Source: an optimization exercise on an open RTL-to-GDS flow (aim: small area, a short achievable clock period and few clock cycles). Production flows keep margins and buffers that such runs may drop. Only simulation tests tie the RTL to the original design; equivalence was not proved. Power is estimated from default activity; no workload was simulated.

==> design/flow/design.v <==
module mafc_codec (
    input  wire        clk,
    input  wire        rst,
    input  wire [4:0]  csr_addr,
    input  wire        csr_wr,
    input  wire [15:0] csr_wdata,
    output reg  [15:0] csr_rdata,
    input  wire        rx_line_avail,
    output reg         rx_ready,
    input  wire        rx_valid,
    input  wire [7:0]  rx_data,
    input  wire        rx_last
);
    localparam LINE_CAP  = 64;
    localparam FRAME_CAP = 29;
    localparam DEST_CAP  = 13;
    localparam A_CMD = 5'h00, A_STATUS = 5'h01, A_NODE = 5'h02, A_TMO = 5'h03,
               A_AHOLD = 5'h04, A_RHOLD = 5'h05, A_ARG0 = 5'h06, A_ARG1 = 5'h07,
               A_ARG2 = 5'h08, A_RESULT = 5'h09, A_PTR = 5'h0A, A_FBD = 5'h0B,
               A_TXD = 5'h0C, A_RXD = 5'h0D, A_DSTD = 5'h0E, A_FBLEN = 5'h0F,
               A_TXLEN = 5'h10, A_RXLEN = 5'h11, A_DSTLEN = 5'h12, A_VAF = 5'h13,
               A_VREG = 5'h14, A_VVAL = 5'h15, A_PHASE = 5'h16, A_CAPL = 5'h17,
               A_CAPD = 5'h18, A_CAPR = 5'h19, A_ID = 5'h1A, A_VER = 5'h1B;
    localparam C_NONE = 3'd0, C_CKSUM = 3'd3, C_UNSUP = 3'd4, C_OVF = 3'd5;
    localparam D_NONE = 8'h00, D_BAD_START = 8'h06, D_BAD_TERM = 8'h07,
               D_NON_HEX = 8'h08, D_ODD_HEX = 8'h09, D_NO_LRC = 8'h0A, D_LRC = 8'h0B,
               D_RX_OVERFLOW = 8'h0C, D_ENC_OVERFLOW = 8'h0D,
               D_UNSUPPORTED_FUNC = 8'h0E, D_NO_LINE = 8'h0F, D_BAD_OP = 8'h13;
    localparam S_IDLE = 4'd0, S_EXEC = 4'd1, S_LRC = 4'd2, S_ENC = 4'd3,
               S_P_CR = 4'd4, S_P_LF = 4'd5, S_P_HEX = 4'd6, S_P_COPY = 4'd7,
               S_RX = 4'd8;
    reg [15:0] op;
    reg        busy, done, ok;
    reg [2:0]  cause;
    reg [7:0]  diag;
    reg [7:0]  node_addr;
    reg [15:0] timeout_ms, assert_hold, release_hold;
    reg [15:0] arg0, arg1, arg2, result, ptr;
    reg [7:0]  fb   [0:FRAME_CAP-1];
    reg [7:0]  txl  [0:LINE_CAP-1];
    reg [7:0]  rxl  [0:LINE_CAP-1];
    reg [15:0] dest [0:DEST_CAP-1];
    reg [7:0]  fblen;
    reg [9:0]  txlen;
    reg [9:0]  rxlen;
    reg        rxovf;
    reg [3:0]  state;
    reg [6:0]  idx;       
    reg [7:0]  acc;       
    reg [3:0]  hi_nib;    
    reg [7:0]  rx_lrc;    
    wire host_wr = csr_wr && !busy;
    wire [6:0] enc_pos  = idx - 7'd1;
    wire [4:0] enc_byte = enc_pos[5:1];                 
    wire [4:0] fb_ridx  = (state == S_LRC) ? idx[4:0] : enc_byte;
    wire [7:0] fb_rd    = (fb_ridx < FRAME_CAP) ? fb[fb_ridx] : 8'h00;
    wire [7:0] rxl_rd   = rxl[idx[5:0]];
    reg [3:0] nib;
    reg       nib_ok;
    always @(*) begin
        nib_ok = 1'b1;
        if (rxl_rd >= 8'h30 && rxl_rd <= 8'h39)      nib = rxl_rd[3:0];
        else if (rxl_rd >= 8'h41 && rxl_rd <= 8'h46) nib = rxl_rd[3:0] + 4'd9;
        else if (rxl_rd >= 8'h61 && rxl_rd <= 8'h66) nib = rxl_rd[3:0] + 4'd9;
        else begin nib = 4'd0; nib_ok = 1'b0; end
    end
    reg [3:0] hp_hi, hp_lo;
    reg       hp_hi_ok, hp_lo_ok;
    always @(*) begin
        hp_hi_ok = 1'b1;
        if (arg0[15:8] >= 8'h30 && arg0[15:8] <= 8'h39)      hp_hi = arg0[11:8];
        else if (arg0[15:8] >= 8'h41 && arg0[15:8] <= 8'h46) hp_hi = arg0[11:8] + 4'd9;
        else if (arg0[15:8] >= 8'h61 && arg0[15:8] <= 8'h66) hp_hi = arg0[11:8] + 4'd9;
        else begin hp_hi = 4'd0; hp_hi_ok = 1'b0; end
        hp_lo_ok = 1'b1;
        if (arg0[7:0] >= 8'h30 && arg0[7:0] <= 8'h39)      hp_lo = arg0[3:0];
        else if (arg0[7:0] >= 8'h41 && arg0[7:0] <= 8'h46) hp_lo = arg0[3:0] + 4'd9;
        else if (arg0[7:0] >= 8'h61 && arg0[7:0] <= 8'h66) hp_lo = arg0[3:0] + 4'd9;
        else begin hp_lo = 4'd0; hp_lo_ok = 1'b0; end
    end
    reg [3:0] hx_in_a, hx_in_b;
    reg [7:0] hx_a, hx_b;
    always @(*) begin
        hx_a = (hx_in_a < 4'd10) ? (8'h30 + {4'd0, hx_in_a}) : (8'h37 + {4'd0, hx_in_a});
        hx_b = (hx_in_b < 4'd10) ? (8'h30 + {4'd0, hx_in_b}) : (8'h37 + {4'd0, hx_in_b});
    end
    wire [7:0] lrc_out  = 8'h00 - acc;                  
    wire [6:0] enc_last = {fblen[5:0], 1'b0} + 7'd4;    
    wire [6:0] rx_m     = rxlen[6:0];                   
    wire [7:0] pair     = {hi_nib, nib};
    wire [6:0] copy_pos = idx - 7'd2;
    wire [4:0] copy_byte = copy_pos[5:1];              
    wire [7:0] enc_ch;                                  
    assign enc_ch = (idx == 7'd0)            ? 8'h3A :
                    (idx == enc_last)        ? 8'h0A :
                    (idx == enc_last - 7'd1) ? 8'h0D :
                    (idx == enc_last - 7'd3) ? hx_a  :   
                    (idx == enc_last - 7'd2) ? hx_b  :   
                    (idx[0])                 ? hx_a  :   
                                               hx_b;     
    always @(*) begin
        if (state == S_ENC && (idx == enc_last - 7'd3 || idx == enc_last - 7'd2)) begin
            hx_in_a = lrc_out[7:4];
            hx_in_b = lrc_out[3:0];
        end else if (state == S_ENC) begin
            hx_in_a = fb_rd[7:4];
            hx_in_b = fb_rd[3:0];
        end else begin
            hx_in_a = arg0[7:4];                        
            hx_in_b = arg0[3:0];
        end
    end
    always @(posedge clk) begin
        if (rst) begin
            op <= 16'h0000; busy <= 1'b0; done <= 1'b0; ok <= 1'b0;
            cause <= C_NONE; diag <= D_NONE;
            node_addr <= 8'h00; timeout_ms <= 16'h0000;
            assert_hold <= 16'd1000; release_hold <= 16'd1500;
            arg0 <= 16'h0000; arg1 <= 16'h0000; arg2 <= 16'h0000;
            result <= 16'h0000; ptr <= 16'h0000;
            fblen <= 8'h00; txlen <= 10'd0; rxlen <= 10'd0; rxovf <= 1'b0;
            state <= S_IDLE; idx <= 7'd0; acc <= 8'h00; hi_nib <= 4'd0; rx_lrc <= 8'h00;
            rx_ready <= 1'b0;
        end else begin
            if (host_wr) begin
                case (csr_addr)
                    A_CMD: begin
                        op <= csr_wdata; busy <= 1'b1; done <= 1'b0; ok <= 1'b0;
                        cause <= C_NONE; diag <= D_NONE; result <= 16'h0000;
                        state <= S_EXEC;
                    end
                    A_NODE:  node_addr <= csr_wdata[7:0];
                    A_TMO:   timeout_ms <= csr_wdata;
                    A_AHOLD: assert_hold <= csr_wdata;
                    A_RHOLD: release_hold <= csr_wdata;
                    A_ARG0:  arg0 <= csr_wdata;
                    A_ARG1:  arg1 <= csr_wdata;
                    A_ARG2:  arg2 <= csr_wdata;
                    A_PTR:   ptr <= csr_wdata;
                    A_FBD:   if (ptr < FRAME_CAP) fb[ptr[4:0]] <= csr_wdata[7:0];
                    A_RXD:   if (ptr < LINE_CAP) rxl[ptr[5:0]] <= csr_wdata[7:0];
                    A_DSTD:  if (ptr < DEST_CAP) dest[ptr[3:0]] <= csr_wdata;
                    A_FBLEN: fblen <= csr_wdata[7:0];
                    A_RXLEN: if (csr_wdata[9:0] <= LINE_CAP) begin
                                 rxlen <= csr_wdata[9:0]; rxovf <= 1'b0;
                             end
                    default: ;
                endcase
            end
            case (state)
                S_EXEC: begin
                    idx <= 7'd0;
                    acc <= 8'h00;
                    case (op)
                        16'h0000: begin                                
                            finish(1'b1, C_NONE, D_NONE, 16'h0000);
                        end
                        16'h0001: begin                                
                            if (fblen > FRAME_CAP)
                                finish(1'b0, C_OVF, D_ENC_OVERFLOW, 16'h0000);
                            else if (fblen == 8'd0)
                                finish(1'b1, C_NONE, D_NONE, 16'h0000);
                            else
                                state <= S_LRC;
                        end
                        16'h0002: begin                                
                            if (hp_hi_ok && hp_lo_ok)
                                finish(1'b1, C_NONE, D_NONE, {8'h00, hp_hi, hp_lo});
                            else
                                finish(1'b0, C_CKSUM, D_NON_HEX, 16'hFFFF);
                        end
                        16'h0003: begin                                
                            if (fblen > FRAME_CAP)
                                finish(1'b0, C_OVF, D_ENC_OVERFLOW, 16'h0000);
                            else
                                state <= S_ENC;
                        end
                        16'h0004, 16'h0005: begin                      
                            if (rxovf)
                                finish(1'b0, C_OVF, D_RX_OVERFLOW, 16'h0000);
                            else if (rx_m == 7'd0 || rxl[0] != 8'h3A)
                                finish(1'b0, C_CKSUM, D_BAD_START, 16'h0000);
                            else if (rx_m < 7'd3)
                                finish(1'b0, C_CKSUM, D_BAD_TERM, 16'h0000);
                            else begin
                                idx <= rx_m - 7'd2;
                                state <= S_P_CR;
                            end
                        end
                        16'h0006: begin                                
                            if (!rx_line_avail)
                                finish(1'b1, C_NONE, D_NO_LINE, 16'h0000);
                            else begin
                                rxlen <= 10'd0;
                                rxovf <= 1'b0;
                                rx_ready <= 1'b1;
                                state <= S_RX;
                            end
                        end
                        16'h0007: begin                                
                            finish(1'b1, C_NONE, D_NONE, {hx_a, hx_b});
                        end
                        16'h000A: begin                                
                            finish(1'b0, C_UNSUP, D_UNSUPPORTED_FUNC, 16'h0010);
                        end
                        default: begin                                 
                            finish(1'b0, C_UNSUP, D_BAD_OP, 16'h0000);
                        end
                    endcase
                end
                S_LRC: begin
                    acc <= acc + fb_rd;
                    idx <= idx + 7'd1;
                    if (idx == fblen[6:0] - 7'd1)
                        finish(1'b1, C_NONE, D_NONE, {8'h00, 8'h00 - (acc + fb_rd)});
                end
                S_ENC: begin
                    txl[idx[5:0]] <= enc_ch;
                    idx <= idx + 7'd1;
                    if (idx != 7'd0 && idx < enc_last - 7'd3 && !idx[0])
                        acc <= acc + fb_rd;
                    if (idx == enc_last) begin
                        txlen <= {3'd0, enc_last} + 10'd1;
                        finish(1'b1, C_NONE, D_NONE, {9'd0, enc_last} + 16'd1);
                    end
                end
                S_P_CR: begin
                    if (rxl_rd != 8'h0D)
                        finish(1'b0, C_CKSUM, D_BAD_TERM, 16'h0000);
                    else begin
                        idx <= rx_m - 7'd1;
                        state <= S_P_LF;
                    end
                end
                S_P_LF: begin
                    if (rxl_rd != 8'h0A)
                        finish(1'b0, C_CKSUM, D_BAD_TERM, 16'h0000);
                    else if (rx_m == 7'd3)
                        finish(1'b0, C_CKSUM, D_NO_LRC, 16'h0000);
                    else if (!rx_m[0])
                        finish(1'b0, C_CKSUM, D_ODD_HEX, 16'h0000);
                    else begin
                        idx <= 7'd1;
                        state <= S_P_HEX;
                    end
                end
                S_P_HEX: begin
                    idx <= idx + 7'd1;
                    if (!nib_ok)
                        finish(1'b0, C_CKSUM, D_NON_HEX, 16'h0000);
                    else if (idx[0])
                        hi_nib <= nib;
                    else begin
                        acc <= acc + pair;
                        rx_lrc <= pair;
                        if (idx == rx_m - 7'd3) begin
                            if (acc + pair != 8'h00)
                                finish(1'b0, C_CKSUM, D_LRC, 16'h0000);
                            else if (op[0])                    
                                finish(1'b1, C_NONE, D_NONE, 16'h0001);
                            else if (rx_m == 7'd5) begin       
                                fblen <= 8'd0;
                                finish(1'b1, C_NONE, D_NONE, {8'h00, pair});
                            end else begin
                                idx <= 7'd1;
                                state <= S_P_COPY;
                            end
                        end
                    end
                end
                S_P_COPY: begin
                    idx <= idx + 7'd1;
                    if (idx[0])
                        hi_nib <= nib;
                    else begin
                        fb[copy_byte] <= pair;
                        if (idx == rx_m - 7'd5) begin
                            fblen <= {2'd0, (rx_m[6:1] - 6'd2)};
                            finish(1'b1, C_NONE, D_NONE, {8'h00, rx_lrc});
                        end
                    end
                end
                S_RX: begin
                    if (rx_valid) begin
                        if (rxlen < LINE_CAP) begin
                            rxl[rxlen[5:0]] <= rx_data;
                            rxlen <= rxlen + 10'd1;
                        end else
                            rxovf <= 1'b1;
                        if (rx_last) begin
                            rx_ready <= 1'b0;
                            if (rxovf || rxlen == LINE_CAP)
                                finish(1'b0, C_OVF, D_RX_OVERFLOW, 16'h0000);
                            else
                                finish(1'b1, C_NONE, D_NONE, {6'd0, rxlen} + 16'd1);
                        end
                    end
                end
                default: ;
            endcase
        end
    end
    task finish(input f_ok, input [2:0] f_cause, input [7:0] f_diag, input [15:0] f_result);
        begin
            busy   <= 1'b0;
            done   <= 1'b1;
            ok     <= f_ok;
            cause  <= f_cause;
            diag   <= f_diag;
            result <= f_result;
            state  <= S_IDLE;
        end
    endtask
    wire [7:0] b0 = (fblen > 8'd0) ? fb[0] : 8'h00;
    wire [7:0] b1 = (fblen > 8'd1) ? fb[1] : 8'h00;
    wire [7:0] b2 = (fblen > 8'd2) ? fb[2] : 8'h00;
    wire [7:0] b3 = (fblen > 8'd3) ? fb[3] : 8'h00;
    wire [7:0] b4 = (fblen > 8'd4) ? fb[4] : 8'h00;
    wire [7:0] b5 = (fblen > 8'd5) ? fb[5] : 8'h00;
    always @(*) begin
        case (csr_addr)
            A_CMD:    csr_rdata = op;
            A_STATUS: csr_rdata = {diag, rx_line_avail, 1'b0, cause, ok, done, busy};
            A_NODE:   csr_rdata = {8'h00, node_addr};
            A_TMO:    csr_rdata = timeout_ms;
            A_AHOLD:  csr_rdata = assert_hold;
            A_RHOLD:  csr_rdata = release_hold;
            A_ARG0:   csr_rdata = arg0;
            A_ARG1:   csr_rdata = arg1;
            A_ARG2:   csr_rdata = arg2;
            A_RESULT: csr_rdata = result;
            A_PTR:    csr_rdata = ptr;
            A_FBD:    csr_rdata = (ptr < FRAME_CAP) ? {8'h00, fb[ptr[4:0]]} : 16'h0000;
            A_TXD:    csr_rdata = (ptr < LINE_CAP) ? {8'h00, txl[ptr[5:0]]} : 16'h0000;
            A_RXD:    csr_rdata = (ptr < LINE_CAP) ? {8'h00, rxl[ptr[5:0]]} : 16'h0000;
            A_DSTD:   csr_rdata = (ptr < DEST_CAP) ? dest[ptr[3:0]] : 16'h0000;
            A_FBLEN:  csr_rdata = {8'h00, fblen};
            A_TXLEN:  csr_rdata = {6'd0, txlen};
            A_RXLEN:  csr_rdata = {rxovf, 5'd0, rxlen};
            A_DSTLEN: csr_rdata = 16'h0000;
            A_VAF:    csr_rdata = {b0, b1};
            A_VREG:   csr_rdata = {b2, b3};
            A_VVAL:   csr_rdata = {b4, b5};
            A_PHASE:  csr_rdata = {15'd0, busy};
            A_CAPL:   csr_rdata = LINE_CAP;
            A_CAPD:   csr_rdata = {8'd29, 8'd13};
            A_CAPR:   csr_rdata = 16'd15;
            A_ID:     csr_rdata = 16'h4D41;
            A_VER:    csr_rdata = 16'h0007;
            default:  csr_rdata = 16'h0000;
        endcase
    end
endmodule
==> design/flow/run.sh <==
#!/bin/bash
# synth_recipe.tcl (not shown) runs the flow's synth.tcl, then flattens the netlist and writes it again
# the make line also repeats each setting of config.mk as NAME=value (left out here)
make -C /OpenROAD-flow-scripts/flow DESIGN_CONFIG=/design/flow/config.mk WORK_HOME=/design/flow/orfs CLKGATE_MAP_FILE= SYNTH_SCRIPT=/design/flow/synth_recipe.tcl finish
==> design/flow/config.mk <==
export PLATFORM = sky130hd
export DESIGN_NAME = mafc_codec
export DESIGN_NICKNAME = mafc_codec
export VERILOG_FILES = /design/flow/design.v
export SDC_FILE = /design/flow/constraint.sdc
export NUM_CORES = 4
export LEC_CHECK = 0
export CAP_MARGIN = 20
export CORE_MARGIN = 2
export CORE_UTILIZATION = 40
export SLEW_MARGIN = 20
==> design/flow/constraint.sdc <==
create_clock -name core_clock -period 10.0 [get_ports {clk}]
set_input_delay 2.0000 -clock core_clock [delete_from_list [all_inputs] [get_ports {clk}]]
set_output_delay 2.0000 -clock core_clock [all_outputs]
set_load 0.01 [all_outputs]
==> impl_metrics.ini <==
[floorplan]
io_pins = 52
start_util_pct = 40.2
rows = 171
fp.dieW_um = 471
fp.dieArea_um2 = 222000
die_y_um = 471
core_area_um2 = 217000

[route]
drt-initial-drc-count = 9202
drc_errors = 0
antenna_left = 0
drtPass1Iterations = 8
drt-total-wl_um = 322000
dr_total_vias = 62100
avgRoutedWirePerCell_um = 33.9
via_per_inst = 6.53

[placement]
port_buffers = 51
hpwl_um = 220000
gp_congestion = 1.02
dpl.cell_count = 9162

[clock_tree]
clk_pin_slew_worst_paths_ps = 60
cts.sinks = 1660
clockBufferDepth = 3
clk_latency_ps = 870
cts_root_buffer = clkbuf_16
cts_setup_buffers = 0
holdBufCountCts = 0
cts_buffers = 179
cts_resized = 0
cts_tree = built
htreeDepth = 4

[job]
cap_violations = 0

[pwr]
p_leak_nw = 30.1
combPwrFrac_pct = 4.5
clockPowerShare_pct = 44.8
power.switching_mw = 3.36
intPower_mw = 11.4
pwr-share-seq_pct = 50.8
peakVddDrop_mv = 0.147
finalPower_mw = 14.8
swShare_pct = 22.7
power.density_nw_per_um2 = 152

[logic_synthesis]
yosys_warnings = 1
synth_cells = 6607
seq_area_frac_synth_pct = 54.4
synth_nets = 6701
synthArstFlopShare_pct = 0
synth-edff-count = 1424
netlist_area_um2 = 87200
synth.largest_area_cell = edfxtp_1
ys_ff_latch = 1660
synth_area_leaders = edfxtp_1 (49%), mux4_2 (15%), mux2_2 (7.7%)
avgSynthCellArea_um2 = 13.2
synth_top_area_share_pct = 49.0
synth.distinct_cells = 99
ys.flop_type = edfxtp_1

[worst_hold_path]
hold_path_class = reg2reg
min_from = timeout_ms[7]

[grt]
grt_max_degree = 99
grt_usage_pct = 28.4
globalRouteOverflowTotal = 0
grt_antenna_before_repair = 19
grt_pass1_wl_um = 455000
first_global_vias = 58800

[finish]
nets = 6585
seqCellArea_um2 = 47500
drive_gt1_share_pct = 26.6
stdcell_count = 9502
final_common_cell = edfxtp_1
syn2layout_area_growth_pct = 11.0
final_cell_mix = edfxtp_1 (1424), nand2_1 (922), mux2_2 (596), mux4_2 (569), nor2_1 (299)
multi_input_area_um2 = 37400
fill_cells = 19400

[sta]
min_period_ps = 8910
rsz0062_at_grt = no
post-route-period-util_pct = 89.1
fmax_ghz = 0.112
drv_slew = 0
setup_tns_ps = 0
setup_viol_count_final = 0
hold_viol = 0
tightest_slew_ps = 1370
skew_ps = 53.2
max-slew-margin-rel_pct = 8.39

[critical_path]
crit_start = csr_addr[4]
critPathKind = in2out
end_kind = output port
cp.required_ps = 8000
startpoint_type = input pin
crit_arrival_ps = 6910
crit_fanout = 14

[run_status]
status = timing/DRC/antenna clean
power groups by stage:
stage / sequential, mW / clock, mW / combinational (mW)
global placement: 7.64 / 0 / 0.628
detailed placement: 7.64 / 0 / 0.641
global route: 7.49 / 6.94 / 0.688
finish: 7.50 / 6.61 / 0.660
CTS: 7.50 / 6.67 / 0.643
floorplan: 7.64 / 0 / 0.398
sequential cells by signal, summed over array words and instances, names as in the netlist, 208 cells and up, named ones only:
name / count
rxl: 512
fb: 256
txl: 448
dest: 208
metrics by stage:
stage | setup slack [ps] | hold slack (ps) | util [%] | area (um2)
2_1_floorplan | 2600 | 427 | - | 87200
3_3_place_gp | 1250 | 443 | 41.9 | 90900
3_5_place_dp | 1520 | 449 | 42.0 | 91000
4_1_cts | 1530 | 460 | 44.6 | 96700
5_1_grt | 1090 | 473 | 44.6 | 96800
6_report | 1090 | 462 | 44.6 | 96800
layout make-up:
| class | count | share of cell area, % |
|---|---|---|
| flip-flops and latches | 1660 | 49.1 |
| multi-input cells | 4290 | 38.6 |
| clock buffers | 233 | 4.90 |
| well taps | 2854 | 3.69 |
| repair buffers | 277 | 2.37 |
| clock inverters | 94 | 1.00 |
| inverters | 83 | 0.322 |
| diodes | 11 | 0.0284 |
worst paths after layout:
path                   end  slack (ps)  cells after the start
max           csr_rdata[1]        1090                      9
min          timeout_ms[7]         460                      2
max reg2reg     result[12]        1340                     28
min reg2reg  timeout_ms[7]         460                      2
cell usage after synthesis, types with 45 or more instances:
| library cell | n |
|---|---|
| ha_1 | 57 |
| a22oi_1 | 96 |
| nor3_1 | 70 |
| mux2i_1 | 141 |
| nand4_1 | 45 |
| nand3_1 | 201 |
| clkbuf_1 | 425 |
| dfxtp_1 | 236 |
| buf_1 | 75 |
| o22ai_1 | 73 |
| inv_1 | 81 |
| o21ai_0 | 291 |
| xnor2_1 | 62 |
| nor2_1 | 313 |
| nand2_1 | 924 |
| a21oi_1 | 285 |
| mux4_2 | 569 |
| edfxtp_1 | 1424 |
| mux2_2 | 596 |
routing by layer:
metal,vias to the layer above,global-route usage [%],share of wire (%)
li1,25400,-,-
met1,32100,39.3,40
met2,3875,42.8,45
met3,712,5.68,10
met4,10,13.4,5.4
met5,-,0,0.022
cell families (layout without fill, tap and decap cells):
| group | Yosys count | in the layout | synth area share, % |
|---|---|---|---|
| AO/OA/AOI/OAI | 1064 | 1064 | 7.69 |
| XOR/XNOR | 92 | 92 | 0.924 |
| adder cells (fa/ha/maj) | 59 | 59 | 0.864 |
| buffers and inverters | 657 | 687 | 3.10 |
| flip-flops | 1660 | 1660 | 54.4 |
| multiplexers | 1309 | 1309 | 24.1 |
| other | 0 | 11 | 0 |
| AND/OR/NAND/NOR | 1766 | 1766 | 8.90 |
worst max-delay path, stage by stage:
cell             delay (ps)
clkdlybuf4s50_1         820
inv_1                   200
nand2_1                 500
nor2_1                  120
o2111ai_1               250
inv_1                   440
a2111oi_1              1260
o21ai_0                 670
clkdlybuf4s50_1         640
Testbench counts, summed over its fixed seeds: cycles 91,413.

## static timing again, ports no longer ideal
How much do the figures lean on ideal ports? The routed layout below was timed once more, with nothing changed but the port constraints.
Step 1 sets driving cells, clkbuf_16 on the clock port and buf_2 on the other inputs (assumed; they add their load-dependent delay and slew).
Step 2 moves the port delays by t, midway between the first and last clock arrival at a register: inputs arrive t later, outputs are due t later. That takes back most of the time a late clock gives input paths.
Three values: ideal, step 1, step 2; two values: the first two.
t (ns): 0.936
setup slack, ns: 1.085 / 1.043 / 1.043
hold slack, ns: 0.462 / 0.462 / 0.462
latest minus earliest clock arrival (ns): 0.056 / 0.056
After both steps this run still meets setup and hold. The setup slack of this run moves by -0.042 ns with the drivers and by -0.042 ns with both steps.
